Source: an optimization exercise on an open RTL-to-GDS flow (aim: small area). Production flows keep margins and buffers that such runs may drop.
At most, simulation tests tie the RTL to the original design; equivalence was not proved.
For runs 1 and 2, only the layout was checked, not whether the RTL still works.
The flow treats the clock pin as an ideal source, which a real chip does not have.
No activity file was given, so power comes from the tool's default toggle rates.

==> design/flow/design.v <==
module ws_frame_demux (
    input  wire        clk,
    input  wire        rst,
    input  wire        in_valid,
    input  wire [7:0]  in_data,
    input  wire        in_last,
    output wire        wr_valid,
    output wire [2:0]  wr_chan,
    output reg  [9:0]  wr_addr,
    output wire [23:0] wr_data,
    output wire        fr_valid,
    output wire [13:0] fr_len,
    output wire [12:0] fr_npairs,
    output wire        fr_term,
    output wire [13:0] fr_offset,
    output wire [11:0] fr_total,
    output wire [3:0]  fr_nchan
);
    localparam MESSAGE_SIZE = 9000;
    reg [13:0] bcnt;      
    reg        ended;     
    reg        term;      
    reg [12:0] hold;      
    reg [7:0]  r_q, g_q, b_q;   
    reg [1:0]  ph;        
    reg [11:0] q;         
    reg [11:0] len0, len1, len2, len3, len4, len5;
    reg        nz6;
    reg [2:0]  ch;        
    reg [1:0]  slot_hi;   
    reg        wv;
    wire full = bcnt[13] && bcnt[9] && bcnt[8] && bcnt[5] && bcnt[3];
    wire take = in_valid && (ended || !full);
    wire pair = take && !ended && !term && bcnt[0];
    wire isff = (r_q == 8'hFF) || (in_data == 8'hFF);
    wire lpair = pair && !isff;
    wire tpair = pair && isff;
    wire        big  = |in_data[7:4];
    wire [11:0] lval = {in_data[3:2] | {2{big}}, in_data[1:0], r_q};
    wire lidx_ok = bcnt[13:4] == 10'd0;
    wire pix = take && !ended && term && ph[1];
    wire clr = rst || ended;
    wire [11:0] s1 = {slot_hi, wr_addr} + 12'd1;
    reg  [11:0] lsel;
    always @(*) begin
        case (ch)
            3'd0: lsel = len0;
            3'd1: lsel = len1;
            3'd2: lsel = len2;
            3'd3: lsel = len3;
            3'd4: lsel = len4;
            default: lsel = len5;
        endcase
    end
    wire       many = |hold[12:3];
    wire [6:0] vld;
    assign vld[0] = many || hold[2:0] > 3'd0;
    assign vld[1] = many || hold[2:0] > 3'd1;
    assign vld[2] = many || hold[2:0] > 3'd2;
    assign vld[3] = many || hold[2:0] > 3'd3;
    assign vld[4] = many || hold[2:0] > 3'd4;
    assign vld[5] = many || hold[2:0] > 3'd5;
    assign vld[6] = many || hold[2:0] > 3'd6;
    wire [6:0] nz = {nz6, |len5, |len4, |len3, |len2, |len1, 1'b0};
    wire cur = (ch != 3'd0 || vld[0]) && !(ch[2] && ch[1]) && s1 != lsel;
    reg  [6:0] nxt;
    integer k;
    always @(*) begin
        for (k = 0; k < 7; k = k + 1)
            nxt[k] = (k > ch) && vld[k] && nz[k];
    end
    reg [2:0] nch;
    always @(*) begin
        nch = 3'd6;
        for (k = 5; k >= 1; k = k - 1)
            if (nxt[k]) nch = k[2:0];
    end
    reg capok;
    always @(*) begin
        case (ch)
            3'd0: capok = s1 < 12'd1024;
            3'd1: capok = s1 < 12'd600;
            3'd2: capok = s1 < 12'd300;
            3'd3: capok = s1 < 12'd150;
            3'd4: capok = s1 < 12'd60;
            default: capok = s1 < 12'd16;
        endcase
    end
    wire any = cur || (|nxt);
    always @(posedge clk) begin
        wv    <= !rst && pix && (cur ? capok : |nxt);
        ended <= !rst && in_valid && in_last;
        if (rst)
            bcnt <= 14'd0;
        else if (take)
            bcnt <= (ended ? 14'd0 : bcnt) + 14'd1;
        else if (ended)
            bcnt <= 14'd0;
        if (clr) begin
            term <= 1'b0;
            ph   <= 2'd0;
            q    <= 12'd0;
            ch   <= 3'd0;
            {slot_hi, wr_addr} <= 12'hFFF;
        end else begin
            if (tpair) begin
                term <= 1'b1;
                hold <= bcnt[13:1];
            end
            if (take && term) begin
                ph <= {ph[0], !ph[1] && !ph[0]};
                if (ph[1]) q <= q + 12'd1;
            end
            if (pix && any) begin
                ch   <= cur ? ch : nch;
                {slot_hi, wr_addr} <= cur ? s1 : 12'd0;
            end
        end
        if (rst || (take && (!term || ended || !ph[1] && !ph[0]))) r_q <= rst ? 8'd0 : in_data;
        if (rst || (take && !ended && term && ph[0])) g_q <= rst ? 8'd0 : in_data;
        b_q <= in_data;
        if (lpair && lidx_ok) begin
            case (bcnt[3:1])
                3'd0: len0 <= lval;
                3'd1: len1 <= lval;
                3'd2: len2 <= lval;
                3'd3: len3 <= lval;
                3'd4: len4 <= lval;
                3'd5: len5 <= lval;
                3'd6: nz6  <= |lval;
                default: ;
            endcase
        end
    end
    wire [12:0] np = term ? hold : bcnt[13:1];
    assign wr_valid  = wv;
    assign wr_chan   = ch;
    assign wr_data   = {r_q, g_q, b_q};
    assign fr_valid  = ended && |bcnt[13:2];
    assign fr_len    = bcnt;
    assign fr_npairs = np;
    assign fr_term   = term;
    assign fr_offset = {np + {12'd0, term}, 1'b0};
    assign fr_total  = q;
    assign fr_nchan  = (|np[12:3]) ? 4'd8 : {1'b0, np[2:0]};
endmodule
==> design/flow/flow/run.sh <==
#!/bin/bash
# Layout flow: the standard ORFS flow with three changes
#  * synthesis is ORFS's own synthesis script, only with an area-oriented
#    ABC mapping script (flow/abc_area.script) in place of the speed one;
#  * port buffers are the smallest buffer cell (buf_1);
#  * clock tree synthesis options come from flow/cts.env, and flow/post_cts.tcl
#    upsizes the leaf clock buffers that drive many flip-flops.
# Every tool's output goes to a log file in this folder and ORFS's own logs.
set -euo pipefail
F=$(cd "$(dirname "${BASH_SOURCE[0]}")" && pwd)
W=$PWD
S=$W/mysynth
mkdir -p "$S"
# ORFS synthesis with the ABC script swapped; everything else unchanged
sed -e "s|set abc_script \$::env(SCRIPTS_DIR)/abc_speed.script|set abc_script $F/abc_area.script|" \
    "$FLOW_HOME/scripts/synth_preamble.tcl" > "$S/synth_preamble.tcl"
sed -e "s|source \$::env(SCRIPTS_DIR)/synth_preamble.tcl|source $S/synth_preamble.tcl|" \
    "$FLOW_HOME/scripts/synth.tcl" > "$S/synth.tcl"
sed -e "s|source \$::env(SCRIPTS_DIR)/synth.tcl|source $S/synth.tcl|" \
    synth_recipe.tcl > "$S/synth_recipe.tcl"
grep -q "$F/abc_area.script" "$S/synth_preamble.tcl"
grep -q "$S/synth_preamble.tcl" "$S/synth.tcl"
grep -q "$S/synth.tcl" "$S/synth_recipe.tcl"
source "$F/cts.env"
bash standard.sh SYNTH_SCRIPT="$S/synth_recipe.tcl" \
    BUFFER_PORTS_ARGS="-buffer_cell sky130_fd_sc_hd__buf_1" \
    CTS_ARGS="$CTS_ARGS" POST_CTS_TCL="$F/post_cts.tcl" finish > standard.log 2>&1
==> design/flow/flow/abc_area.script <==
strash
dch -f
amap
strash
dch -f
amap
==> design/flow/flow/cts.env <==
CTS_ARGS="-sink_clustering_enable -repair_clock_nets -buf_list sky130_fd_sc_hd__clkbuf_4 -root_buf sky130_fd_sc_hd__clkbuf_8 -dont_use_dummy_load"
==> design/flow/flow/post_cts.tcl <==
# Sourced by ORFS's cts.tcl after clock tree synthesis (POST_CTS_TCL).
# The tree is built from small clock buffers; a leaf buffer that drives
# many flip-flops is swapped for the next size up, so every flip-flop
# clock pin keeps a sharp edge.
set big_fanout 12
set swapped 0
foreach inst [[ord::get_db_block] getInsts] {
  if {[[$inst getMaster] getName] ne "sky130_fd_sc_hd__clkbuf_4"} { continue }
  foreach it [$inst getITerms] {
    if {[$it getIoType] ne "OUTPUT"} { continue }
    set net [$it getNet]
    if {$net eq "NULL"} { continue }
    set fanout [expr {[llength [$net getITerms]] - 1}]
    if {$fanout >= $big_fanout} {
      puts "post_cts: [$inst getName] drives $fanout pins, using clkbuf_8"
      replace_cell [get_cells [$inst getName]] sky130_fd_sc_hd__clkbuf_8
      incr swapped
    }
  }
}
puts "post_cts: swapped $swapped clock buffers"
if {$swapped > 0} {
  detailed_placement
  check_placement -verbose
  estimate_parasitics -placement
}
==> design/flow/standard.sh <==
#!/bin/bash
# synth_recipe.tcl (not shown) runs the flow's synth.tcl, then flattens the netlist and writes it again
# the make line also repeats each setting of config.mk as NAME=value (left out here)
make -C /OpenROAD-flow-scripts/flow DESIGN_CONFIG=/design/flow/config.mk WORK_HOME=/design/flow/orfs CLKGATE_MAP_FILE= SYNTH_SCRIPT=/design/flow/synth_recipe.tcl "${@:-finish}"
==> design/flow/config.mk <==
export PLATFORM = sky130hd
export DESIGN_NAME = ws_frame_demux
export DESIGN_NICKNAME = ws_frame_demux
export VERILOG_FILES = /design/flow/design.v
export SDC_FILE = /design/flow/constraint.sdc
export NUM_CORES = 4
export LEC_CHECK = 0
export CAP_MARGIN = 20
export CORE_MARGIN = 2
export CORE_UTILIZATION = 40
export SLEW_MARGIN = 20
==> design/flow/constraint.sdc <==
create_clock -name core_clock -period 10.0 [get_ports {clk}]
set_input_delay 2.0000 -clock core_clock [delete_from_list [all_inputs] [get_ports {clk}]]
set_output_delay 2.0000 -clock core_clock [all_outputs]
set_load 0.01 [all_outputs]
==> summary.txt, run 1 <==
Global route
  – Global-route wire length before repair: 27100 µm
  – Number of global-route vias before repair: 5115
  – Global-route met1 utilization: 0.269
  – Global routing's busiest layer: met2
  – Number of antenna violations at the first check in global routing: 0
  – Maximum number of pins on one net before global-route repair: 24
  – All-Layer GR Usage: 0.195
  – GR Util met3: 0.0487
  – Fraction of met2 tracks used by global routing: 0.306
  – GR Overflow Total: 0

Floorplanning
  – Starting density of the core: 0.407
  – Placeable core region: 16500 µm²
  – Die Y-Extent: 134 µm
  – Std cell rows: 47
  – Area of the die: 17800 µm²
  – Die width: 134 µm
  – Ports: 109

Logic synthesis
  – Synth Cell Area: 6720 µm²
  – Post-synthesis cell type with the largest combined area: sky130_fd_sc_hd__edfxtp_1
  – Share of the synthesized area in the top cell type: 0.456
  – Number of flops mapped to enable cells by yosys: 102
  – Post-synthesis cell type count: 40
  – Register bit count reported by yosys: 156
  – Synthesized instance count: 633
  – Post-Syn Nets: 649
  – Synthesized area per cell: 10.6 µm²
  – Sequential fraction of the synthesis area: 0.617
  – Ranking of synthesized cells by area: sky130_fd_sc_hd__edfxtp_1 (46%), sky130_fd_sc_hd__dfxtp_1 (16%), sky130_fd_sc_hd__nor2_1 (4.7%), sky130_fd_sc_hd__clkinv_1 (4.4%), sky130_fd_sc_hd__nor3_1 (2.7%)
  – Total number of yosys warnings: 1
  – Post-synth top flop: sky130_fd_sc_hd__edfxtp_1
  – Proportion of synthesized flip-flops having asynchronous set or reset: 0

STA
  – Final worst path period need: 6.22 ns
  – Skew final: 0.0373 ns
  – Count of endpoints failing hold in the final timing report: 0
  – FMAX: 0.161 GHz
  – Final worst path period share: 0.622
  – Smallest setup slack after layout: 3.78 ns
  – Slew Viols, Final: 0
  – Total setup violations reported at the end of the flow: 0
  – Unrepaired setup endpoints after global routing: false
  – Worst slew margin relative to its limit: 0.325
  – Post-route setup TNS: 0 ns
  – Slew @ Worst Pin: 1.01 ns

Status
  – Outcome: no timing/DRC/antenna violations

Cells and area
  – Share of final-layout standard cells stronger than drive strength 1: 0.0458
  – P&R area growth vs syn: 13.3%
  – Final #Nets: 782
  – ANT cells: 0
  – Final design utilization: 0.461

Worst setup path
  – CP most frequent cell: sky130_fd_sc_hd__clkinv_1
  – Top delay family on crit path: buffers and inverters
  – Type of element launching the critical path: flip-flop
  – Worst path bufs/invs: 6
  – Crit end category: primary output
  – Crit-path max FO: 20
  – Worst path required time: 8.00 ns
  – Slowest-stage cell, CP: sky130_fd_sc_hd__dfxtp_1
  – Worst setup path category: flip-flop to primary output
  – Critical Path, Cell by Cell: clkinv_1 -> o22ai_1 -> ha_1 -> clkinv_1 -> nor3_1 -> clkinv_1 -> nor3_1 -> clkinv_1 -> nor3_1 -> clkinv_1 -> nor3_1 -> nand2_1 -> nor2_1 -> nor2_1 -> a21oi_1 -> buf_1
  – Data arrival time at the worst-slack endpoint: 4.22 ns
  – Slowest cell delay on critical path: 0.65 ns

Clocking
  – Clock sink count: 156
  – CTS clk-pin slew, worst paths: 0.10 ns
  – TritonCTS clock tree: built
  – Skew-Pair Late Insertion Delay: 0.43 ns

Route
  – Pre-Repair DR Iteration Count: 7
  – Wire length per cell: 17.5 µm
  – Remaining DRCs: 0
  – Via density: 5.54
  – Post-route ant nets: 0
  – Final wirelength: 17300 µm
  – Number of DRC markers after the initial detailed-route iteration: 434
  – Total vias in the final route: 5452

Power and ir drop
  – Pwr Total: 1.02 mW
  – Leakage power total: 2.45 nW
  – Power per cell area: 135 nW/µm²
  – Highest ir drop seen on vdd: 0.0000848 V

Placement
  – Port bufs: 107
  – Placement Setup Slack: 4.31 ns
  – Half-perimeter wire length of the detailed placement result: 12700 µm
  – GP Congestion: 0.907

Hold path
  – Class of the most critical hold timing path: flip-flop to flip-flop

Run
  – Max_cap viols: 0
-- through the flow --
stage / cell area (µm²) / hold WS (ns) / instances
after floorplan: 6720 / 0.450 / 633
after global placement: 7460 / 0.461 / 967
after detailed placement: 7460 / 0.475 / 967
after global routing: 7610 / 0.518 / 984
final: 7610 / 0.493 / 984
-- cell usage in the layout (no fill, tap or decap), types with 3 or more instances in the layout --
| master | count |
|---|---|
| sky130_fd_sc_hd__a311oi_1 | 3 |
| sky130_fd_sc_hd__nor2b_1 | 8 |
| sky130_fd_sc_hd__clkbuf_8 | 4 |
| sky130_fd_sc_hd__o21ai_0 | 24 |
| sky130_fd_sc_hd__or4_1 | 11 |
| sky130_fd_sc_hd__a21oi_1 | 28 |
| sky130_fd_sc_hd__o221ai_1 | 12 |
| sky130_fd_sc_hd__buf_4 | 16 |
| sky130_fd_sc_hd__nand3_1 | 8 |
| sky130_fd_sc_hd__a2111oi_0 | 4 |
| sky130_fd_sc_hd__clkbuf_4 | 13 |
| sky130_fd_sc_hd__and3_1 | 6 |
| sky130_fd_sc_hd__clkinv_1 | 78 |
| sky130_fd_sc_hd__nor4_1 | 13 |
| sky130_fd_sc_hd__and2_0 | 3 |
| sky130_fd_sc_hd__edfxtp_1 | 102 |
| sky130_fd_sc_hd__o22ai_1 | 22 |
| sky130_fd_sc_hd__a221oi_1 | 7 |
| sky130_fd_sc_hd__nor3_1 | 35 |
| sky130_fd_sc_hd__a31oi_1 | 3 |
| sky130_fd_sc_hd__buf_1 | 107 |
| sky130_fd_sc_hd__o21a_1 | 9 |
| sky130_fd_sc_hd__a211oi_1 | 7 |
| sky130_fd_sc_hd__or3_1 | 3 |
| sky130_fd_sc_hd__ha_1 | 4 |
| sky130_fd_sc_hd__nor2_1 | 84 |
| sky130_fd_sc_hd__nand2_1 | 40 |
| sky130_fd_sc_hd__nand4_1 | 9 |
| sky130_fd_sc_hd__or2_0 | 5 |
| sky130_fd_sc_hd__a22oi_1 | 18 |
| sky130_fd_sc_hd__o31ai_1 | 3 |
| sky130_fd_sc_hd__a222oi_1 | 6 |
| sky130_fd_sc_hd__dfxtp_1 | 54 |
-- cell type report --
| type | instances | area (µm²) |
|---|---|---|
| inverter | 78 | 293 |
| clock buffer | 17 | 153 |
| multi-input combinational | 390 | 2220 |
| tap | 220 | 275 |
| fill | 1553 | 8910 |
| timing repair buffer | 123 | 522 |
| sequential | 156 | 4140 |
-- cell usage after synthesis, types with 12 or more instances --
master                     count
sky130_fd_sc_hd__o221ai_1     12
sky130_fd_sc_hd__nor3_1       36
sky130_fd_sc_hd__o21ai_0      24
sky130_fd_sc_hd__nor2_1       84
sky130_fd_sc_hd__clkinv_1     78
sky130_fd_sc_hd__nand2_1      40
sky130_fd_sc_hd__nor4_1       14
sky130_fd_sc_hd__dfxtp_1      54
sky130_fd_sc_hd__a21oi_1      28
sky130_fd_sc_hd__o22ai_1      22
sky130_fd_sc_hd__edfxtp_1    102
sky130_fd_sc_hd__a22oi_1      18
-- state kept, by name, summed over array words and instances (netlist names) --
name,count
ended,1
wr_addr,10
len4,12
ch,3
nz6,1
len3,12
slot_hi,2
g_q,8
term,1
len0,12
b_q,8
wv,1
len5,12
len1,12
len2,12
r_q,8
hold,13
ph,2
q,12
bcnt,14
-- per-layer routing --
layer | vias up | wire (µm)
li1 | 2655 | -
met4 | 0 | 188
met1 | 2589 | 7910
met5 | - | 0
met2 | 190 | 8070
met3 | 18 | 1080
-- path summary, 6_finish.rpt --
check,startpoint,endpoint,slack [ns],depth (start not counted)
max,term,fr_offset[13],3.78,16
min,q[4],q[4],0.49,2
max reg2reg,ch[0],ch[0],5.07,18
min reg2reg,q[4],q[4],0.49,2
-- cells by family after synthesis --
logic type      share of synthesized area
other cells                      0.000558
simple gates                        0.160
fa+ha+maj                         0.00745
buf+inv                            0.0536
flops                               0.617
compound gates                      0.161
-- tightest hold or removal path: cells and delay by family, from the launching register on --
kind / cells / cell delay [ns]
AOI/OAI and AO/OA: 1 / 0.06
buffers and inverters: 1 / 0.06
DFF: 1 / 0.33
-- power breakdown --
group	leakage (nW)	switching (mW)	total (mW)	internal (mW)
combinational	0.960	0.0275	0.0385	0.0110
sequential	1.40	0.00983	0.706	0.696
clock	0.0886	0.184	0.280	0.0962
total	2.45	0.222	1.02	0.803
==> run 2, diff against run 1 <==
--- a/design/flow/config.mk
+++ b/design/flow/config.mk
@@ -6,6 +6,6 @@
 export NUM_CORES = 4
 export LEC_CHECK = 0
-export CAP_MARGIN = 20
+export CAP_MARGIN = 0
 export CORE_MARGIN = 2
 export CORE_UTILIZATION = 40
-export SLEW_MARGIN = 20
+export SLEW_MARGIN = 0
==> run 2 against run 1 <==
Against the previous run:
- still clean on timing, DRC and antenna
- sequential share of layout area unchanged
- cell count stayed put
- worst hold slack stayed put
- global-route usage is the same
- core utilization did not move
- critical path depth did not move
- final area unchanged
- largest power group unchanged
==> summary.txt, run 2 <==
Cells and area
  – Multi-input combinational cell area: 2220 µm² (unchanged)
  – Leading cell type in the layout, fill and taps excluded: sky130_fd_sc_hd__buf_1
  – Flip-flop and latch area: 4140 µm² (unchanged)
  – Filler Cell Count: 1553 (unchanged)
  – Biggest registers after layout: bcnt x14, hold x13
  – Share of final-layout standard cells stronger than drive strength 1: 0.0458 (unchanged)
  – ANT cells: 0 (unchanged)
  – Final #Nets: 782 (unchanged)
  – P&R area growth vs syn: 13.3% (unchanged)
  – Top reg by flops: bcnt
  – Final design utilization: 0.461 (unchanged)
  – Number of flip-flops under the largest register name: 14 (unchanged)
  – Most used cells in the layout excluding fill and tap cells: sky130_fd_sc_hd__buf_1 (107), sky130_fd_sc_hd__edfxtp_1 (102), sky130_fd_sc_hd__nor2_1 (84), sky130_fd_sc_hd__clkinv_1 (78), sky130_fd_sc_hd__dfxtp_1 (54)

Run
  – Max_cap viols: 0 (unchanged)

Status
  – Outcome: no timing/DRC/antenna violations

Global route
  – GR Overflow Total: 0 (unchanged)
  – Global-route wire length before repair: 27100 µm (unchanged)
  – All-Layer GR Usage: 0.195 (unchanged)
  – Number of global-route vias before repair: 5115 (unchanged)
  – Maximum number of pins on one net before global-route repair: 24 (unchanged)
  – Number of antenna violations at the first check in global routing: 0 (unchanged)

Logic synthesis
  – Synth top cells by count: sky130_fd_sc_hd__edfxtp_1 (102), sky130_fd_sc_hd__nor2_1 (84), sky130_fd_sc_hd__clkinv_1 (78)
  – Dominant cell by count in the synthesized netlist: sky130_fd_sc_hd__edfxtp_1
  – Post-synthesis cell type with the largest combined area: sky130_fd_sc_hd__edfxtp_1
  – Register bit count reported by yosys: 156 (unchanged)
  – Synth Cell Area: 6720 µm² (unchanged)
  – Synthesized area per cell: 10.6 µm² (unchanged)
  – Post-Syn Nets: 649 (unchanged)
  – Post-synthesis cell type count: 40 (unchanged)
  – Proportion of synthesized flip-flops having asynchronous set or reset: 0 (unchanged)
  – Ranking of synthesized cells by area: sky130_fd_sc_hd__edfxtp_1 (46%), sky130_fd_sc_hd__dfxtp_1 (16%), sky130_fd_sc_hd__nor2_1 (4.7%), sky130_fd_sc_hd__clkinv_1 (4.4%), sky130_fd_sc_hd__nor3_1 (2.7%)
  – Synthesized instance count: 633 (unchanged)
  – Post-synth top flop: sky130_fd_sc_hd__edfxtp_1
  – Total number of yosys warnings: 1 (unchanged)
  – Share of the synthesized area in the top cell type: 0.456 (unchanged)
  – Number of flops mapped to enable cells by yosys: 102 (unchanged)
  – Sequential fraction of the synthesis area: 0.617 (unchanged)

Worst setup path
  – Type of element launching the critical path: flip-flop
  – Crit end category: primary output
  – Register-to-Register Setup Slack: 5.07 ns (about the same)
  – Crit-path max FO: 20 (unchanged)
  – Worst setup path category: flip-flop to primary output
  – Data arrival time at the worst-slack endpoint: 4.22 ns (about the same)
  – Worst path required time: 8.00 ns (about the same)

Route
  – Total vias in the final route: 5452 (unchanged)
  – Wire length per cell: 17.5 µm (unchanged)
  – Detailed route wirelength on metal2: 8070 µm (unchanged)
  – Final wirelength: 17300 µm (unchanged)
  – Wire length on met3: 1080 µm (unchanged)
  – Post-route ant nets: 0 (unchanged)
  – Remaining DRCs: 0 (unchanged)
  – M1 wire length: 7910 µm (unchanged)
  – Highest routed metal layer: met4
  – Via density: 5.54 (unchanged)
  – Pre-Repair DR Iteration Count: 7 (unchanged)
  – Number of DRC markers after the initial detailed-route iteration: 434 (unchanged)

Power and ir drop
  – Leakage power total: 2.45 nW (unchanged)
  – Power per cell area: 135 nW/µm² (unchanged)
  – Highest ir drop seen on vdd: 0.0000848 V (unchanged)

STA
  – Final worst path period share: 0.622 (unchanged)
  – Skew final: 0.0373 ns (unchanged)
  – FMAX: 0.161 GHz (unchanged)
  – Worst slew margin relative to its limit: 0.325 (unchanged)
  – Slew Viols, Final: 0 (unchanged)
  – Slew @ Worst Pin: 1.01 ns (unchanged)
  – Count of endpoints failing hold in the final timing report: 0 (unchanged)
  – Post-route setup TNS: 0 ns (unchanged)
  – Unrepaired setup endpoints after global routing: false
  – Total setup violations reported at the end of the flow: 0 (unchanged)
  – Final worst path period need: 6.22 ns (unchanged)

Clocking
  – TritonCTS clock tree: built
  – CTS clk-pin slew, worst paths: 0.10 ns (about the same)
  – Clock sink count: 156 (unchanged)
  – Skew-Pair Late Insertion Delay: 0.43 ns (about the same)

Floorplanning
  – Starting density of the core: 0.407 (unchanged)
  – Die Y-Extent: 134 µm (unchanged)
  – Ports: 109 (unchanged)
  – Placeable core region: 16500 µm² (unchanged)
  – Std cell rows: 47 (unchanged)
  – Area of the die: 17800 µm² (unchanged)
  – Die width: 134 µm (unchanged)

Placement
  – Half-perimeter wire length of the detailed placement result: 12700 µm (unchanged)
  – GP Congestion: 0.907 (unchanged)
  – Port bufs: 107 (unchanged)

Hold path
  – Class of the most critical hold timing path: flip-flop to flip-flop
## run 2: cells by family (layout without fill, tap and decap cells)
logic type,count (synthesis),in the layout,synth area share
adders and majority gates,4,4,0.00745
buffers and inverters,87,218,0.0536
DFF,156,156,0.617
AOI/OAI and AO/OA,157,157,0.161
other,1,1,0.000558
and+or+nand+nor,228,228,0.160
## run 2: cell type report
type	instances	share of cell area
clock buffer	17	0.0201
sequential	156	0.544
timing repair buffer	123	0.0686
tap	220	0.0362
inverter	78	0.0385
multi-input combinational	390	0.292
## run 2: worst paths after layout
check             start       endpoint  depth (start not counted)
setup / recovery   term  fr_offset[13]                         16
hold / removal     q[4]           q[4]                          2
hold reg to reg    q[4]           q[4]                          2
setup reg to reg  ch[0]          ch[0]                         18
## run 2: metrics by stage
stage	hold slack (ns)	std cells	power [mW]	worst slack, ns	area, µm²
2_1_floorplan	0.450	633	0.740	4.68	6720
3_3_place_gp	0.461	967	0.758	4.50	7460
3_5_place_dp	0.475	967	0.759	4.31	7460
5_1_grt	0.518	984	1.07	3.10	7610
6_report	0.493	984	1.02	3.78	7610
## run 2: routing by layer
layer / vias up / track usage
met5: - / 0
met3: 18 / 0.0487
met2: 190 / 0.306
met1: 2589 / 0.269
met4: 0 / 0.0532
li1: 2655 / -
## run 2: report_power, final
part	total, mW	switching (mW)	internal (mW)
clock	0.280	0.184	0.0962
sequential	0.706	0.00983	0.696
combinational	0.0385	0.0275	0.0110
total	1.02	0.222	0.803
## run 2: worst max-delay path, cell delays in order (launching register included)
cell	delay, ns
sky130_fd_sc_hd__dfxtp_1	0.65
sky130_fd_sc_hd__clkinv_1	0.57
sky130_fd_sc_hd__o22ai_1	0.45
sky130_fd_sc_hd__ha_1	0.23
sky130_fd_sc_hd__clkinv_1	0.08
sky130_fd_sc_hd__nor3_1	0.22
sky130_fd_sc_hd__clkinv_1	0.13
sky130_fd_sc_hd__nor3_1	0.22
sky130_fd_sc_hd__clkinv_1	0.13
sky130_fd_sc_hd__nor3_1	0.22
sky130_fd_sc_hd__clkinv_1	0.13
sky130_fd_sc_hd__nor3_1	0.21
sky130_fd_sc_hd__nand2_1	0.11
sky130_fd_sc_hd__nor2_1	0.13
sky130_fd_sc_hd__nor2_1	0.06
sky130_fd_sc_hd__a21oi_1	0.10
sky130_fd_sc_hd__buf_1	0.16
==> run 3, diff against run 2 <==
--- a/design/flow/design.v
+++ b/design/flow/design.v
@@ -37,5 +37,5 @@
     wire tpair = pair && isff;
     wire        big  = |in_data[7:4];
-    wire [11:0] lval = {in_data[3:2] | {2{big}}, in_data[1:0], r_q};
+    wire [3:0]  lhi  = {in_data[3:2] | {2{big}}, in_data[1:0]};
     wire lidx_ok = bcnt[13:4] == 10'd0;
     wire pix = take && !ended && term && ph[1];
@@ -122,11 +122,11 @@
         if (lpair && lidx_ok) begin
             case (bcnt[3:1])
-                3'd0: len0 <= lval;
-                3'd1: len1 <= lval;
-                3'd2: len2 <= lval;
-                3'd3: len3 <= lval;
-                3'd4: len4 <= lval;
-                3'd5: len5 <= lval;
-                3'd6: nz6  <= |lval;
+                3'd0: len0 <= {lhi, r_q};
+                3'd1: len1 <= {lhi, r_q};
+                3'd2: len2 <= {lhi, r_q};
+                3'd3: len3 <= {lhi, r_q};
+                3'd4: len4 <= {lhi, r_q};
+                3'd5: len5 <= {lhi, r_q};
+                3'd6: nz6  <= |{lhi, r_q};
                 default: ;
             endcase
--- a/design/flow/config.mk
+++ b/design/flow/config.mk
@@ -6,6 +6,7 @@
 export NUM_CORES = 4
 export LEC_CHECK = 0
-export CAP_MARGIN = 0
+export CAP_MARGIN = 20
 export CORE_MARGIN = 2
-export CORE_UTILIZATION = 40
-export SLEW_MARGIN = 0
+export CORE_UTILIZATION = 70
+export GPL_TIMING_DRIVEN = 0
+export SLEW_MARGIN = 20
==> run 3 against run 2 <==
Against the previous run:
- first-iteration DRC count grew 56%
- non-clock buffer count is 6 lower
- fmax fell by 3.9%
- flip-flop and latch count did not move
- combinational power decreased by 3%
- highest routed layer unchanged
- still clean on timing, DRC and antenna
- synthesized cell count is 1.3% lower
==> summary.txt, run 3 <==
Worst setup path
  – Worst setup path category: flip-flop to primary output
  – Register-to-Register Setup Slack: 5.04 ns (-0.03 ns)
  – Data arrival time at the worst-slack endpoint: 4.47 ns (+0.25 ns)
  – Reg2reg path depth: 16 (-2)
  – Crit-path max FO: 20 (unchanged)
  – Start of the worst register-to-register path: ch[2]
  – Crit end category: primary output
  – Worst path required time: 8.00 ns (about the same)
  – End of the worst register-to-register path: ch[0]
  – Type of element launching the critical path: flip-flop

Power and ir drop
  – Leakage power total: 2.44 nW (-0.36%)
  – Power per cell area: 137 nW/µm² (+1.9%)
  – Highest ir drop seen on vdd: 0.000135 V (+59%)

Hold path
  – Endpoint with the worst hold slack: ph[1]
  – Class of the most critical hold timing path: flip-flop to flip-flop
  – Hold path startpoint: ph[1]
  – Number of instances on the worst hold path: 2 (unchanged)

Floorplanning
  – Die Y-Extent: 102 µm (-24%)
  – Area of the die: 10300 µm² (-42%)
  – Ports: 109 (unchanged)
  – Std cell rows: 35 (-26%)
  – Starting density of the core: 0.721 (+0.314)
  – Die width: 102 µm (-24%)
  – Placeable core region: 9240 µm² (-44%)

STA
  – Final worst path period share: 0.647 (+0.0251)
  – Post-Route Hold Slack: 0.489 ns (-0.00382 ns)
  – Skew final: 0.0388 ns (+0.00153 ns)
  – FMAX: 0.155 GHz (-3.9%)
  – Slew Viols, Final: 0 (unchanged)
  – Total setup violations reported at the end of the flow: 0 (unchanged)
  – Count of endpoints failing hold in the final timing report: 0 (unchanged)
  – Worst slew margin relative to its limit: 0.269 (-0.0553)
  – Unrepaired setup endpoints after global routing: false
  – Smallest setup slack after layout: 3.53 ns (-0.251 ns)
  – Post-route setup TNS: 0 ns (unchanged)
  – Slew @ Worst Pin: 1.09 ns (+0.0827 ns)
  – Final worst path period need: 6.47 ns (+0.251 ns)

Route
  – Remaining DRCs: 0 (unchanged)
  – Number of DRC markers after the initial detailed-route iteration: 679 (+56%)
  – Via density: 6.37 (+15%)
  – Final wirelength: 16400 µm (-5.1%)
  – Wire length per cell: 18.5 µm (+5.3%)
  – Post-route ant nets: 0 (unchanged)
  – Total vias in the final route: 5648 (+3.6%)
  – Pre-Repair DR Iteration Count: 6 (-1)

Logic synthesis
  – Synthesized area per cell: 10.7 µm² (+0.37%)
  – Post-synth top flop: sky130_fd_sc_hd__edfxtp_1
  – Proportion of synthesized flip-flops having asynchronous set or reset: 0 (unchanged)
  – Post-Syn Nets: 641 (-1.2%)
  – Sequential fraction of the synthesis area: 0.622 (+0.00556)
  – Ranking of synthesized cells by area: sky130_fd_sc_hd__edfxtp_1 (46%), sky130_fd_sc_hd__dfxtp_1 (16%), sky130_fd_sc_hd__nor2_1 (4.7%), sky130_fd_sc_hd__clkinv_1 (4.4%), sky130_fd_sc_hd__nor3_1 (2.7%)
  – Number of flops mapped to enable cells by yosys: 102 (unchanged)
  – Synth Cell Area: 6660 µm² (-0.89%)
  – Share of the synthesized area in the top cell type: 0.460 (+0.00411)
  – Synth top cells by count: sky130_fd_sc_hd__edfxtp_1 (102), sky130_fd_sc_hd__nor2_1 (84), sky130_fd_sc_hd__clkinv_1 (78)
  – Total number of yosys warnings: 1 (unchanged)
  – Post-synthesis cell type count: 40 (unchanged)
  – Synthesized instance count: 625 (-1.3%)
  – Dominant cell by count in the synthesized netlist: sky130_fd_sc_hd__edfxtp_1
  – Post-synthesis cell type with the largest combined area: sky130_fd_sc_hd__edfxtp_1
  – Register bit count reported by yosys: 156 (unchanged)

Clocking
  – Skew-Pair Late Insertion Delay: 0.43 ns (about the same)
  – CTS clk-pin slew, worst paths: 0.11 ns (about the same)
  – Clock sink count: 156 (unchanged)
  – TritonCTS clock tree: built

Global route
  – Maximum number of pins on one net before global-route repair: 24 (unchanged)
  – Global-route wire length before repair: 25700 µm (-5.0%)
  – Number of antenna violations at the first check in global routing: 0 (unchanged)
  – All-Layer GR Usage: 0.328 (+0.134)
  – Number of global-route vias before repair: 5248 (+2.6%)
  – GR Overflow Total: 0 (unchanged)

Status
  – Outcome: no timing/DRC/antenna violations

Cells and area
  – Number of flip-flops under the largest register name: 14 (unchanged)
  – Biggest registers after layout: bcnt x14, hold x13
  – ANT cells: 0 (unchanged)
  – Final #Nets: 776 (-0.77%)
  – Share of final-layout standard cells stronger than drive strength 1: 0.0515 (+0.00564)
  – Leading cell type in the layout, fill and taps excluded: sky130_fd_sc_hd__buf_1
  – P&R area growth vs syn: 12.7%
  – Top reg by flops: bcnt
  – Most used cells in the layout excluding fill and tap cells: sky130_fd_sc_hd__buf_1 (106), sky130_fd_sc_hd__edfxtp_1 (102), sky130_fd_sc_hd__nor2_1 (84), sky130_fd_sc_hd__clkinv_1 (78), sky130_fd_sc_hd__dfxtp_1 (54)
  – Final design utilization: 0.812 (+0.351)

Run
  – Max_cap viols: 0 (unchanged)

Placement
  – Port bufs: 107 (unchanged)
  – Placement Setup Slack: 4.08 ns (-0.224 ns)
  – Half-perimeter wire length of the detailed placement result: 12000 µm (-5.6%)
  – GP Congestion: 0.972 (+7.1%)
## run 3: cell count changes after synthesis, sizes merged
cell,before,now
buf,9,1
## run 3: how the worst max path moves through the flow
stage | from | end | cells past startpoint
2_1_floorplan | term | fr_offset[13] | 15
3_3_place_gp | rst | hold[10] | 4
3_5_place_dp | term | fr_offset[13] | 16
5_1_grt | term | fr_offset[13] | 16
6_report | term | fr_offset[13] | 16
## run 3: area by class of cell
class                           instances  area, µm²
Inverter                               78        293
Timing Repair Buffer                  116        468
Clock buffer                           17        159
Fill cell                             587       1740
Buffer                                  1       7.51
Tap cell                              129        161
Sequential cell                       156       4140
Multi-Input combinational cell        390       2270
## run 3: report_power, final
part           total [mW]  leakage, nW  switching [mW]  internal [mW]
Clock               0.285       0.0912           0.184          0.100
Sequential          0.707         1.40          0.0111          0.696
Combinational      0.0373        0.948          0.0269         0.0104
Total                1.03         2.44           0.222          0.807
## run 3: metrics by stage
stage / power [mW] / area [µm²] / std cells
final: 1.03 / 7500 / 887
after global routing: 1.06 / 7500 / 887
after detailed placement: 0.758 / 7340 / 870
after global placement: 0.754 / 7220 / 861
after floorplan: 0.737 / 6660 / 625
## run 3: logic make-up (layout without fill, tap and decap cells)
logic type / after synthesis / count (layout) / synth area share
AND/OR/NAND/NOR: 228 / 228 / 0.162
adder cells (fa/ha/maj): 4 / 4 / 0.00752
flip-flops: 156 / 156 / 0.622
AO/OA/AOI/OAI: 157 / 157 / 0.163
other: 1 / 1 / 0.000563
buffers and inverters: 79 / 212 / 0.0451
## run 3: layer usage
metal / GRT usage / vias to the layer above / part of all wire
met5: 0 / - / 0
met4: 0.126 / 0 / 0.023
met3: 0.0607 / 42 / 0.090
met2: 0.545 / 351 / 0.50
met1: 0.435 / 2618 / 0.39
li1: - / 2637 / -
## run 3: critical path: stages (launching register included)
cell,delay [ns]
sky130_fd_sc_hd__dfxtp_1,0.68
sky130_fd_sc_hd__clkinv_1,0.64
sky130_fd_sc_hd__o22ai_1,0.47
sky130_fd_sc_hd__ha_1,0.24
sky130_fd_sc_hd__clkinv_1,0.09
sky130_fd_sc_hd__nor3_1,0.23
sky130_fd_sc_hd__clkinv_1,0.12
sky130_fd_sc_hd__nor3_1,0.24
sky130_fd_sc_hd__clkinv_1,0.14
sky130_fd_sc_hd__nor3_1,0.24
sky130_fd_sc_hd__clkinv_1,0.13
sky130_fd_sc_hd__nor3_1,0.22
sky130_fd_sc_hd__nand2_1,0.11
sky130_fd_sc_hd__nor2_1,0.16
sky130_fd_sc_hd__nor2_1,0.05
sky130_fd_sc_hd__a21oi_1,0.11
sky130_fd_sc_hd__buf_1,0.16
==> run 4, diff against run 3 <==
--- a/design/flow/config.mk
+++ b/design/flow/config.mk
@@ -8,5 +8,4 @@
 export CAP_MARGIN = 20
 export CORE_MARGIN = 2
-export CORE_UTILIZATION = 70
-export GPL_TIMING_DRIVEN = 0
+export CORE_UTILIZATION = 40
 export SLEW_MARGIN = 20
==> run 4 against run 3 <==
Against the previous run:
- final area increased by 1.6%
- routed wire length increased by 1.7%
- via count down 4.7%
- combinational power increased by 2%
- non-clock buffer count increased by 5
- total power is essentially flat
- count of clock-buffer cells in the layout unchanged
- still clean
- global-route usage down 14 points
- critical endpoint unchanged
- area after synthesis did not move
- die area grew 72%
- largest cell class unchanged
==> summary.txt, run 4 <==
Worst setup path
  – Crit end category: primary output
  – Slowest cell delay on critical path: 0.64 ns (-0.04 ns)
  – Timing startpoint of the critical path: term
  – Crit-path max FO: 20 (unchanged)
  – End of the worst register-to-register path: ch[0]
  – Reg2reg path depth: 19 (+3)
  – CP most frequent cell: sky130_fd_sc_hd__clkinv_1
  – Type of element launching the critical path: flip-flop
  – Data arrival time at the worst-slack endpoint: 4.21 ns (-0.26 ns)
  – Critical Path, Cell by Cell: clkinv_1 -> o22ai_1 -> ha_1 -> clkinv_1 -> nor3_1 -> clkinv_1 -> nor3_1 -> clkinv_1 -> nor3_1 -> clkinv_1 -> nor3_1 -> nand2_1 -> nor2_1 -> nor2_1 -> a21oi_1 -> buf_1
  – Worst setup path category: flip-flop to primary output
  – Slowest-stage cell, CP: sky130_fd_sc_hd__dfxtp_1
  – Worst path required time: 8.00 ns (about the same)
  – Start of the worst register-to-register path: ch[2]
  – Register-to-Register Setup Slack: 5.21 ns (+0.17 ns)

Global route
  – GR Overflow Total: 0 (unchanged)
  – Number of antenna violations at the first check in global routing: 0 (unchanged)
  – Number of global-route vias before repair: 5167 (-1.5%)
  – Maximum number of pins on one net before global-route repair: 24 (unchanged)
  – Global-route wire length before repair: 26600 µm (+3.5%)
  – All-Layer GR Usage: 0.192 (-0.136)

Logic synthesis
  – Synthesized area per cell: 10.7 µm² (unchanged)
  – Post-synth top flop: sky130_fd_sc_hd__edfxtp_1
  – Ranking of synthesized cells by area: sky130_fd_sc_hd__edfxtp_1 (46%), sky130_fd_sc_hd__dfxtp_1 (16%), sky130_fd_sc_hd__nor2_1 (4.7%), sky130_fd_sc_hd__clkinv_1 (4.4%), sky130_fd_sc_hd__nor3_1 (2.7%)
  – Proportion of synthesized flip-flops having asynchronous set or reset: 0 (unchanged)
  – Number of flops mapped to enable cells by yosys: 102 (unchanged)
  – Total number of yosys warnings: 1 (unchanged)
  – Synthesized-area fraction occupied by ao, oa, aoi and oai cells: 0.163 (unchanged)
  – Synth top cells by count: sky130_fd_sc_hd__edfxtp_1 (102), sky130_fd_sc_hd__nor2_1 (84), sky130_fd_sc_hd__clkinv_1 (78)
  – Synth Cell Area: 6660 µm² (unchanged)
  – Dominant cell by count in the synthesized netlist: sky130_fd_sc_hd__edfxtp_1
  – Share of the synthesized area in the top cell type: 0.460 (unchanged)
  – Multiplexer share of the synthesized area: 0 (unchanged)
  – Synthesized instance count: 625 (unchanged)
  – Register bit count reported by yosys: 156 (unchanged)
  – Post-Synth XOR/XNOR Area: 0 (unchanged)
  – Sequential fraction of the synthesis area: 0.622 (unchanged)
  – Post-synthesis cell type count: 40 (unchanged)
  – Main combinational cell family by area after synthesis: compound AO/OA/AOI/OAI gates
  – Post-Syn Nets: 641 (unchanged)
  – Arithmetic-cell share of the synthesized area counting full adders, half adders and majority gates: 0.00752 (unchanged)
  – Synth Area in Simple Gates: 0.162 (unchanged)
  – Post-synthesis cell type with the largest combined area: sky130_fd_sc_hd__edfxtp_1

Status
  – Outcome: no timing/DRC/antenna violations

Run
  – Max_cap viols: 0 (unchanged)

Power and ir drop
  – Leakage power total: 2.45 nW (+0.35%)
  – Power per cell area: 135 nW/µm² (-1.5%)
  – Highest ir drop seen on vdd: 0.0000886 V (-34%)

STA
  – Unrepaired setup endpoints after global routing: false
  – Worst slew margin relative to its limit: 0.312 (+0.0424)
  – FMAX: 0.161 GHz (+4.2%)
  – Smallest setup slack after layout: 3.79 ns (+0.263 ns)
  – Slew Viols, Final: 0 (unchanged)
  – Count of endpoints failing hold in the final timing report: 0 (unchanged)
  – Skew final: 0.0468 ns (+0.00799 ns)
  – Total setup violations reported at the end of the flow: 0 (unchanged)
  – Final worst path period share: 0.621 (-0.0263)
  – Final worst path period need: 6.21 ns (-0.263 ns)
  – Post-route setup TNS: 0 ns (unchanged)
  – Slew @ Worst Pin: 1.03 ns (-0.0634 ns)

Floorplanning
  – Starting density of the core: 0.406 (-0.315)
  – Die Y-Extent: 133 µm (+31%)
  – Die width: 133 µm (+31%)
  – Placeable core region: 16400 µm² (+78%)
  – Ports: 109 (unchanged)
  – Std cell rows: 47 (+34%)
  – Area of the die: 17700 µm² (+72%)

Clocking
  – CTS clk-pin slew, worst paths: 0.12 ns (about the same)
  – Skew-Pair Late Insertion Delay: 0.44 ns (about the same)
  – Clock sink count: 156 (unchanged)
  – TritonCTS clock tree: built

Cells and area
  – P&R area growth vs syn: 14.5%
  – ANT cells: 0 (unchanged)
  – Most used cells in the layout excluding fill and tap cells: sky130_fd_sc_hd__buf_1 (107), sky130_fd_sc_hd__edfxtp_1 (102), sky130_fd_sc_hd__nor2_1 (84), sky130_fd_sc_hd__clkinv_1 (78), sky130_fd_sc_hd__dfxtp_1 (54)
  – Leading cell type in the layout, fill and taps excluded: sky130_fd_sc_hd__buf_1
  – Number of flip-flops under the largest register name: 14 (unchanged)
  – Top reg by flops: bcnt
  – Share of final-layout standard cells stronger than drive strength 1: 0.0459 (-0.00558)
  – Filler Cell Count: 1585 (+170%)
  – Final #Nets: 781 (+0.64%)
  – Biggest registers after layout: bcnt x14, hold x13

Hold path
  – Endpoint with the worst hold slack: ph[1]
  – Class of the most critical hold timing path: flip-flop to flip-flop
  – Number of instances on the worst hold path: 2 (unchanged)
  – Hold path startpoint: ph[0]

Placement
  – Half-perimeter wire length of the detailed placement result: 12500 µm (+4.2%)
  – Port bufs: 107 (unchanged)
  – Placement Setup Slack: 4.33 ns (+0.248 ns)
  – GP Congestion: 0.843 (-13%)

Route
  – Number of DRC markers after the initial detailed-route iteration: 416 (-39%)
  – Total vias in the final route: 5380 (-4.7%)
  – Remaining DRCs: 0 (unchanged)
  – Via density: 5.47 (-14%)
  – Post-route ant nets: 0 (unchanged)
  – Wire length per cell: 16.9 µm (-8.2%)
  – Final wirelength: 16700 µm (+1.7%)
  – Pre-Repair DR Iteration Count: 4 (-2)
-- run 4: logic make-up after synthesis --
kind of cell             count (synthesis)
buffers and inverters                   79
adder cells (fa/ha/maj)                  4
flip-flops                             156
AO/OA/AOI/OAI                          157
AND/OR/NAND/NOR                        228
other                                    1
-- run 4: area by class of cell --
class | count | area (µm²) | share of cell area
Inverter | 78 | 293 | 0.0384
Sequential cell | 156 | 4140 | 0.544
Clock buffer | 17 | 165 | 0.0217
Tap cell | 220 | 275 | 0.0361
Multi-Input combinational cell | 390 | 2230 | 0.293
Timing Repair Buffer | 122 | 514 | 0.0675
-- run 4: through the flow --
| step | total power, mW | instances | cell area [µm²] | util | hold WS, ns |
|---|---|---|---|---|---|
| 6_report | 1.03 | 983 | 7620 | 0.465 | 0.471 |
| 2_1_floorplan | 0.737 | 625 | 6660 | - | 0.450 |
| 3_3_place_gp | 0.758 | 966 | 7460 | 0.454 | 0.462 |
| 5_1_grt | 1.07 | 983 | 7620 | 0.465 | 0.513 |
| 3_5_place_dp | 0.759 | 966 | 7460 | 0.454 | 0.471 |
-- run 4: how the worst max path moves through the flow --
stage / endpoint / slack [ns] / depth (start not counted)
finish: fr_offset[13] / 3.79 / 16
global route: fr_offset[13] / 3.33 / 16
detailed placement: fr_offset[13] / 4.33 / 16
global placement: fr_offset[13] / 4.47 / 16
floorplan: fr_offset[13] / 4.68 / 15
-- run 4: where the power goes --
group | switching [mW] | internal, mW
clock | 0.181 | 0.104
combinational | 0.0271 | 0.0110
sequential | 0.00985 | 0.696
total | 0.218 | 0.811
-- run 4: metal layers --
layer  global-route usage  vias up  share of wire
met5                    0        -              0
met4               0.0681        0          0.018
met3               0.0418       25          0.050
met2                0.306      143           0.47
met1                0.260     2567           0.46
li1                     -     2645              -
-- run 4: worst max-delay path, delay by kind of cell, from the launching register on --
kind	cells	cell delay, ns
flops	1	0.64
compound gates	2	0.54
simple gates	7	1.17
buf+inv	6	1.19
fa+ha+maj	1	0.23
==> run 5, diff against run 4 <==
--- a/design/flow/config.mk
+++ b/design/flow/config.mk
@@ -6,6 +6,7 @@
 export NUM_CORES = 4
 export LEC_CHECK = 0
-export CAP_MARGIN = 20
+export CAP_MARGIN = 0
 export CORE_MARGIN = 2
 export CORE_UTILIZATION = 40
-export SLEW_MARGIN = 20
+export GPL_TIMING_DRIVEN = 0
+export SLEW_MARGIN = 0
==> run 5 against run 4 <==
Against the previous run:
- still clean on timing, DRC and antenna
- synthesized cell count did not move
- sequential share of layout area is 0.17 points higher
- combinational power decreased by 3%
- register-to-register slack got worse by 0.73 ns
- first-iteration DRC count grew 9.4%
- final area decreased by 0.31%
- area after synthesis stayed put
- flip-flop and latch count stayed put
- cell count decreased by 1.0%
==> summary.txt, run 5 <==
Power and ir drop
  – Switching power as a share of total power: 0.213 (+0.000763)
  – Leakage power total: 2.41 nW (-1.4%)
  – Highest ir drop seen on vdd: 0.000110 V (+24%)
  – Switching pwr: 0.219 mW (+0.41%)
  – Proportion of power drawn by combinational gates: 0.036 (about the same)
  – Cell-internal power: 0.811 mW (about the same)
  – Share of total power in sequential cells: 0.686 (about the same)
  – Part of the power in the clock network: 0.278 (about the same)
  – Power per cell area: 136 nW/µm² (+0.36%)

Clocking
  – Skew-Pair Late Insertion Delay: 0.43 ns (about the same)
  – CTS clk-pin slew, worst paths: 0.10 ns (-0.02 ns)
  – Clock sink count: 156 (unchanged)
  – TritonCTS clock tree: built

Cells and area
  – Final #Nets: 771 (-1.3%)
  – Share of final-layout standard cells stronger than drive strength 1: 0.0438 (-0.00205)
  – Most used cells in the layout excluding fill and tap cells: sky130_fd_sc_hd__buf_1 (107), sky130_fd_sc_hd__edfxtp_1 (102), sky130_fd_sc_hd__nor2_1 (84), sky130_fd_sc_hd__clkinv_1 (78), sky130_fd_sc_hd__dfxtp_1 (54)
  – Number of flip-flops under the largest register name: 14 (unchanged)
  – Top reg by flops: bcnt
  – Leading cell type in the layout, fill and taps excluded: sky130_fd_sc_hd__buf_1
  – Biggest registers after layout: bcnt x14, hold x13
  – P&R area growth vs syn: 14.1%
  – ANT cells: 0 (unchanged)

Placement
  – Port bufs: 107 (unchanged)
  – GP Congestion: 0.886 (+5.2%)
  – Half-perimeter wire length of the detailed placement result: 12600 µm (+0.21%)
  – Placement Setup Slack: 4.07 ns (-0.267 ns)

Floorplanning
  – Ports: 109 (unchanged)
  – Starting density of the core: 0.406 (unchanged)
  – Std cell rows: 47 (unchanged)
  – Die width: 133 µm (unchanged)
  – Placeable core region: 16400 µm² (unchanged)
  – Die Y-Extent: 133 µm (unchanged)
  – Area of the die: 17700 µm² (unchanged)

Logic synthesis
  – Sequential fraction of the synthesis area: 0.622 (unchanged)
  – Ranking of synthesized cells by area: sky130_fd_sc_hd__edfxtp_1 (46%), sky130_fd_sc_hd__dfxtp_1 (16%), sky130_fd_sc_hd__nor2_1 (4.7%), sky130_fd_sc_hd__clkinv_1 (4.4%), sky130_fd_sc_hd__nor3_1 (2.7%)
  – Synth top cells by count: sky130_fd_sc_hd__edfxtp_1 (102), sky130_fd_sc_hd__nor2_1 (84), sky130_fd_sc_hd__clkinv_1 (78)
  – Post-synthesis cell type with the largest combined area: sky130_fd_sc_hd__edfxtp_1
  – Post-synthesis cell type count: 40 (unchanged)
  – Total number of yosys warnings: 1 (unchanged)
  – Synth Cell Area: 6660 µm² (unchanged)
  – Register bit count reported by yosys: 156 (unchanged)
  – Post-synth top flop: sky130_fd_sc_hd__edfxtp_1
  – Dominant cell by count in the synthesized netlist: sky130_fd_sc_hd__edfxtp_1
  – Proportion of synthesized flip-flops having asynchronous set or reset: 0 (unchanged)
  – Share of the synthesized area in the top cell type: 0.460 (unchanged)
  – Number of flops mapped to enable cells by yosys: 102 (unchanged)
  – Synthesized area per cell: 10.7 µm² (unchanged)
  – Synthesized instance count: 625 (unchanged)
  – Post-Syn Nets: 641 (unchanged)

STA
  – Skew final: 0.0367 ns (-0.0101 ns)
  – Slew @ Worst Pin: 1.21 ns (+0.184 ns)
  – Worst slew margin relative to its limit: 0.191 (-0.120)
  – Smallest setup slack after layout: 3.54 ns (-0.259 ns)
  – Final worst path period share: 0.646 (+0.0259)
  – Post-route setup TNS: 0 ns (unchanged)
  – Unrepaired setup endpoints after global routing: false
  – Count of endpoints failing hold in the final timing report: 0 (unchanged)
  – Final worst path period need: 6.46 ns (+0.259 ns)
  – FMAX: 0.155 GHz (-4.0%)
  – Total setup violations reported at the end of the flow: 0 (unchanged)
  – Slew Viols, Final: 0 (unchanged)

Hold path
  – Class of the most critical hold timing path: flip-flop to flip-flop

Worst setup path
  – Worst path required time: 8.00 ns (about the same)
  – Slowest-stage cell, CP: sky130_fd_sc_hd__dfxtp_1
  – Critical Path, Cell by Cell: clkinv_1 -> o22ai_1 -> ha_1 -> clkinv_1 -> nor3_1 -> clkinv_1 -> nor3_1 -> clkinv_1 -> nor3_1 -> clkinv_1 -> nor3_1 -> nand2_1 -> nor2_1 -> nor2_1 -> a21oi_1 -> buf_1
  – Type of element launching the critical path: flip-flop
  – Crit-path max FO: 20 (unchanged)
  – Data arrival time at the worst-slack endpoint: 4.46 ns (+0.25 ns)
  – Crit end category: primary output
  – Worst setup path category: flip-flop to primary output
  – CP most frequent cell: sky130_fd_sc_hd__clkinv_1
  – Slowest cell delay on critical path: 0.69 ns (+0.05 ns)

Route
  – Pre-Repair DR Iteration Count: 5 (+1)
  – Total vias in the final route: 5369 (-0.20%)
  – Remaining DRCs: 0 (unchanged)
  – Number of DRC markers after the initial detailed-route iteration: 455 (+9.4%)
  – Wire length per cell: 17.2 µm (+1.7%)
  – Final wirelength: 16800 µm (+0.62%)
  – Via density: 5.52 (+0.82%)
  – Post-route ant nets: 0 (unchanged)

Global route
  – Number of antenna violations at the first check in global routing: 0 (unchanged)
  – Number of global-route vias before repair: 5146 (-0.41%)
  – Global-route wire length before repair: 26900 µm (+0.83%)
  – All-Layer GR Usage: 0.193 (+0.000631)
  – GR Overflow Total: 0 (unchanged)
  – Maximum number of pins on one net before global-route repair: 24 (unchanged)

Run
  – Max_cap viols: 0 (unchanged)

Status
  – Outcome: no timing/DRC/antenna violations
[run 5: cell counts after synthesis]
No cell type changed its count.
[run 5: path summary, 6_finish.rpt]
path / start / endpoint / slack [ns] / cells after the start
worst max-delay path: term / fr_offset[13] / 3.54 / 16
worst min-delay path: q[4] / q[4] / 0.50 / 2
worst max register to register: ch[2] / ch[0] / 4.48 / 16
worst min register to register: q[4] / q[4] / 0.50 / 2
[run 5: metrics by stage]
stage / utilization / total power, mW / cells / area (µm²) / hold slack, ns
2_1_floorplan: - / 0.737 / 625 / 6660 / 0.450
3_3_place_gp: 0.447 / 0.757 / 952 / 7330 / 0.457
3_5_place_dp: 0.453 / 0.758 / 956 / 7430 / 0.475
5_1_grt: 0.463 / 1.07 / 973 / 7600 / 0.525
6_report: 0.463 / 1.03 / 973 / 7600 / 0.501
[run 5: final cells by class]
type | instances | area, µm²
Fill cell | 1535 | 8810
Multi-Input combinational cell | 390 | 2270
Timing Repair Buffer | 111 | 443
Tap cell | 220 | 275
Inverter | 78 | 293
Buffer | 1 | 7.51
Sequential cell | 156 | 4140
Clock buffer | 17 | 165
[run 5: power groups by stage]
stage          Combinational [mW]  Clock, mW  Sequential [mW]
3_3_place_gp               0.0359          0            0.721
3_5_place_dp               0.0372          0            0.721
2_1_floorplan              0.0160          0            0.721
6_report                   0.0370      0.287            0.706
5_1_grt                    0.0412      0.315            0.709
[run 5: routing by layer]
metal / global-route usage / routed length [µm] / up-vias
met5: 0 / 0 / -
met4: 0.0484 / 193 / 0
met3: 0.0452 / 918 / 19
met2: 0.309 / 7910 / 187
met1: 0.265 / 7730 / 2536
li1: - / - / 2627
[run 5: critical path: cells and delay by family, from the launching register on]
family | cells | cell delay, ns
and+or+nand+nor | 7 | 1.21
DFF | 1 | 0.69
AOI/OAI and AO/OA | 2 | 0.62
adders and majority gates | 1 | 0.24
buffers and inverters | 6 | 1.29
[run 5: logic make-up (layout without fill, tap and decap cells)]
kind of cell / Yosys count / in the layout / synth area share
other: 1 / 1 / 0.000563
flip-flops: 156 / 156 / 0.622
adder cells (fa/ha/maj): 4 / 4 / 0.00752
AND/OR/NAND/NOR: 228 / 228 / 0.162
buffers and inverters: 79 / 207 / 0.0451
AO/OA/AOI/OAI: 157 / 157 / 0.163
==> run 6, diff against run 5 <==
--- a/design/flow/config.mk
+++ b/design/flow/config.mk
@@ -8,5 +8,4 @@
 export CAP_MARGIN = 0
 export CORE_MARGIN = 2
-export CORE_UTILIZATION = 40
-export GPL_TIMING_DRIVEN = 0
+export CORE_UTILIZATION = 70
 export SLEW_MARGIN = 0
==> run 6 against run 5 <==
Against the previous run:
- still clean
- area after synthesis is the same
- sequential share of layout area grew 0.84 points
- via count grew 3.3%
- worst setup slack gained 0.23 ns
- routed wire length shrank 6.7%
- register-to-register slack gained 0.69 ns
- global-route usage grew 12 points
- non-clock buffer count grew 8
- critical path depth is the same
- first-iteration DRC count grew 25%
- die area shrank 42%
- worst hold slack lost 0.021 ns
- largest power group unchanged
==> summary.txt, run 6 <==
Status
  – Outcome: no timing/DRC/antenna violations

Placement
  – GP Congestion: 1.03 (+17%)
  – Half-perimeter wire length of the detailed placement result: 11600 µm (-7.5%)
  – Port bufs: 107 (unchanged)

Cells and area
  – Biggest registers after layout: bcnt x14, hold x13
  – Share of final-layout standard cells stronger than drive strength 1: 0.0407 (-0.00309)
  – Flip-flop and latch area: 4140 µm² (unchanged)
  – Multi-input combinational cell area: 2220 µm² (-2.2%)
  – P&R area growth vs syn: 12.4%
  – Most used cells in the layout excluding fill and tap cells: sky130_fd_sc_hd__buf_1 (107), sky130_fd_sc_hd__edfxtp_1 (102), sky130_fd_sc_hd__nor2_1 (84), sky130_fd_sc_hd__clkinv_1 (78), sky130_fd_sc_hd__dfxtp_1 (54)
  – Top reg by flops: bcnt
  – ANT cells: 0 (unchanged)
  – Leading cell type in the layout, fill and taps excluded: sky130_fd_sc_hd__buf_1
  – Number of flip-flops under the largest register name: 14 (unchanged)
  – Filler Cell Count: 605 (-61%)
  – Final #Nets: 779 (+1.0%)

Global route
  – Global-route wire length before repair: 24800 µm (-7.6%)
  – GR Util met3: 0.0580 (+0.0128)
  – Fraction of met2 tracks used by global routing: 0.522 (+0.214)
  – Global routing's busiest layer: met2
  – Maximum number of pins on one net before global-route repair: 24 (unchanged)
  – Number of global-route vias before repair: 5050 (-1.9%)
  – GR Overflow Total: 0 (unchanged)
  – Number of antenna violations at the first check in global routing: 0 (unchanged)
  – Global-route met1 utilization: 0.428 (+0.163)
  – All-Layer GR Usage: 0.316 (+0.124)

Hold path
  – Hold path startpoint: ph[1]
  – Class of the most critical hold timing path: flip-flop to flip-flop
  – Endpoint with the worst hold slack: ph[1]
  – Number of instances on the worst hold path: 2 (unchanged)

Clocking
  – Skew-Pair Late Insertion Delay: 0.43 ns (about the same)
  – CTS clk-pin slew, worst paths: 0.09 ns (about the same)
  – Clock sink count: 156 (unchanged)
  – TritonCTS clock tree: built

Worst setup path
  – Type of element launching the critical path: flip-flop
  – Register-to-Register Setup Slack: 5.17 ns (+0.69 ns)
  – Worst path required time: 8.00 ns (about the same)
  – Data arrival time at the worst-slack endpoint: 4.23 ns (-0.23 ns)
  – Start of the worst register-to-register path: ch[2]
  – Slowest cell delay on critical path: 0.64 ns (-0.05 ns)
  – Crit-path max FO: 20 (unchanged)
  – End of the worst register-to-register path: ch[0]
  – Worst setup path category: flip-flop to primary output
  – CP most frequent cell: sky130_fd_sc_hd__clkinv_1
  – Crit end category: primary output
  – Critical Path, Cell by Cell: clkinv_1 -> o22ai_1 -> ha_1 -> clkinv_1 -> nor3_1 -> clkinv_1 -> nor3_1 -> clkinv_1 -> nor3_1 -> clkinv_1 -> nor3_1 -> nand2_1 -> nor2_1 -> nor2_1 -> a21oi_1 -> buf_1
  – Reg2reg path depth: 19 (+3)
  – Slowest-stage cell, CP: sky130_fd_sc_hd__dfxtp_1

Logic synthesis
  – Number of flops mapped to enable cells by yosys: 102 (unchanged)
  – Proportion of synthesized flip-flops having asynchronous set or reset: 0 (unchanged)
  – Post-synth top flop: sky130_fd_sc_hd__edfxtp_1
  – Synth Cell Area: 6660 µm² (unchanged)
  – Synth top cells by count: sky130_fd_sc_hd__edfxtp_1 (102), sky130_fd_sc_hd__nor2_1 (84), sky130_fd_sc_hd__clkinv_1 (78)
  – Dominant cell by count in the synthesized netlist: sky130_fd_sc_hd__edfxtp_1
  – Synthesized area per cell: 10.7 µm² (unchanged)
  – Post-synthesis cell type count: 40 (unchanged)
  – Share of the synthesized area in the top cell type: 0.460 (unchanged)
  – Register bit count reported by yosys: 156 (unchanged)
  – Synthesized instance count: 625 (unchanged)
  – Sequential fraction of the synthesis area: 0.622 (unchanged)
  – Post-Syn Nets: 641 (unchanged)
  – Ranking of synthesized cells by area: sky130_fd_sc_hd__edfxtp_1 (46%), sky130_fd_sc_hd__dfxtp_1 (16%), sky130_fd_sc_hd__nor2_1 (4.7%), sky130_fd_sc_hd__clkinv_1 (4.4%), sky130_fd_sc_hd__nor3_1 (2.7%)
  – Post-synthesis cell type with the largest combined area: sky130_fd_sc_hd__edfxtp_1
  – Total number of yosys warnings: 1 (unchanged)

Floorplanning
  – Ports: 109 (unchanged)
  – Die Y-Extent: 102 µm (-24%)
  – Placeable core region: 9240 µm² (-44%)
  – Starting density of the core: 0.721 (+0.315)
  – Std cell rows: 35 (-26%)
  – Area of the die: 10300 µm² (-42%)
  – Die width: 102 µm (-24%)

Run
  – Max_cap viols: 0 (unchanged)

Route
  – Via density: 6.23 (+13%)
  – Number of DRC markers after the initial detailed-route iteration: 570 (+25%)
  – Remaining DRCs: 0 (unchanged)
  – Post-route ant nets: 0 (unchanged)
  – Pre-Repair DR Iteration Count: 6 (+1)
  – Final wirelength: 15600 µm (-6.7%)
  – Wire length per cell: 17.6 µm (+2.0%)
  – Total vias in the final route: 5544 (+3.3%)

STA
  – Worst slew margin relative to its limit: 0.179 (-0.0120)
  – Slew Viols, Final: 0 (unchanged)
  – Skew final: 0.0417 ns (+0.00502 ns)
  – Post-Route Hold Slack: 0.480 ns (-0.0213 ns)
  – Post-route setup TNS: 0 ns (unchanged)
  – Final worst path period need: 6.23 ns (-0.234 ns)
  – FMAX: 0.161 GHz (+3.8%)
  – Total setup violations reported at the end of the flow: 0 (unchanged)
  – Unrepaired setup endpoints after global routing: false
  – Slew @ Worst Pin: 1.22 ns (+0.00513 ns)
  – Final worst path period share: 0.623 (-0.0234)
  – Count of endpoints failing hold in the final timing report: 0 (unchanged)

Power and ir drop
  – Switching pwr: 0.217 mW (-1.1%)
  – Part of the power in the clock network: 0.277 (about the same)
  – Leakage power total: 2.44 nW (+1.0%)
  – Share of total power in sequential cells: 0.687 (about the same)
  – Switching power as a share of total power: 0.211 (-0.00190)
  – Highest ir drop seen on vdd: 0.000128 V (+16%)
  – Cell-internal power: 0.811 mW (about the same)
  – Power per cell area: 137 nW/µm² (+1.3%)
  – Proportion of power drawn by combinational gates: 0.036 (about the same)
-- run 6: critical path, delay by kind of cell (launching register included) --
kind	cells	cell delay, ns
buffers and inverters	6	1.20
and+or+nand+nor	7	1.13
DFF	1	0.64
AOI/OAI and AO/OA	2	0.58
adders and majority gates	1	0.27
-- run 6: worst max path at each step --
stage	startpoint	end	slack (ns)	depth (start not counted)
after floorplan	term	fr_offset[13]	4.68	15
after global placement	term	fr_offset[13]	4.57	16
after detailed placement	term	fr_offset[13]	4.32	16
after global routing	term	fr_offset[13]	3.26	16
final	term	fr_offset[13]	3.77	16
-- run 6: cells by family (layout without fill, tap and decap cells) --
logic type,Yosys count,count (layout),synth area share
AND/OR/NAND/NOR,228,228,0.162
flip-flops,156,156,0.622
buffers and inverters,79,215,0.0451
adder cells (fa/ha/maj),4,4,0.00752
other,1,1,0.000563
AO/OA/AOI/OAI,157,157,0.163
-- run 6: area by class of cell --
| type | count | share of cell area |
|---|---|---|
| Sequential cell | 156 | 0.554 |
| Timing Repair Buffer | 120 | 0.0667 |
| Clock buffer | 17 | 0.0221 |
| Tap cell | 129 | 0.0216 |
| Multi-Input combinational cell | 390 | 0.297 |
| Inverter | 78 | 0.0391 |
-- run 6: per-stage QoR --
step / area, µm² / setup slack [ns] / utilization / instances / power [mW]
3_3_place_gp: 7320 / 4.57 / 0.792 / 873 / 0.755
2_1_floorplan: 6660 / 4.68 / - / 625 / 0.737
5_1_grt: 7480 / 3.26 / 0.810 / 890 / 1.06
3_5_place_dp: 7320 / 4.32 / 0.792 / 873 / 0.757
6_report: 7480 / 3.77 / 0.810 / 890 / 1.03
-- run 6: layer usage --
metal	routed length [µm]	vias up
met3	1530	46
li1	-	2634
met2	7560	330
met4	369	0
met5	0	-
met1	6170	2534
-- run 6: power groups by stage --
| stage | combinational [mW] | clock, mW | sequential, mW |
|---|---|---|---|
| after detailed placement | 0.0365 | 0 | 0.721 |
| after floorplan | 0.0160 | 0 | 0.721 |
| after global placement | 0.0350 | 0 | 0.720 |
| after global routing | 0.0405 | 0.310 | 0.708 |
| final | 0.0367 | 0.285 | 0.706 |

[what the ideal ports hide]
Ports are ideal in the flow. The routed layouts listed here were re-timed in OpenROAD. Step 1, drivers: a clkbuf_16 drives clk and a buf_2 each remaining input, both assumed. Step 2 adds t to the input delays and takes it off the output delays; t is the mean of the earliest and latest rising clock arrival at the registers after step 1. Input paths then give back, and output paths get back, about the clock's delay inside the block. Three values: ideal ports, drivers, drivers and shift; two values: the first two.
run | t, ns | setup WS [ns] | worst register clock-pin slew, ns
run 1 | 0.451 | 3.783 / 3.747 / 4.197 | 0.11 / 0.11
run 2 | 0.451 | 3.783 / 3.747 / 4.197 | 0.11 / 0.11
run 3 | 0.451 | 3.532 / 3.494 / 3.945 | 0.12 / 0.12
run 4 | 0.461 | 3.795 / 3.753 / 4.214 | 0.12 / 0.12
run 5 | 0.447 | 3.535 / 3.498 / 3.945 | 0.11 / 0.11
run 6 | 0.445 | 3.770 / 3.736 / 4.181 | 0.12 / 0.12
After both steps every run listed still meets setup and hold.
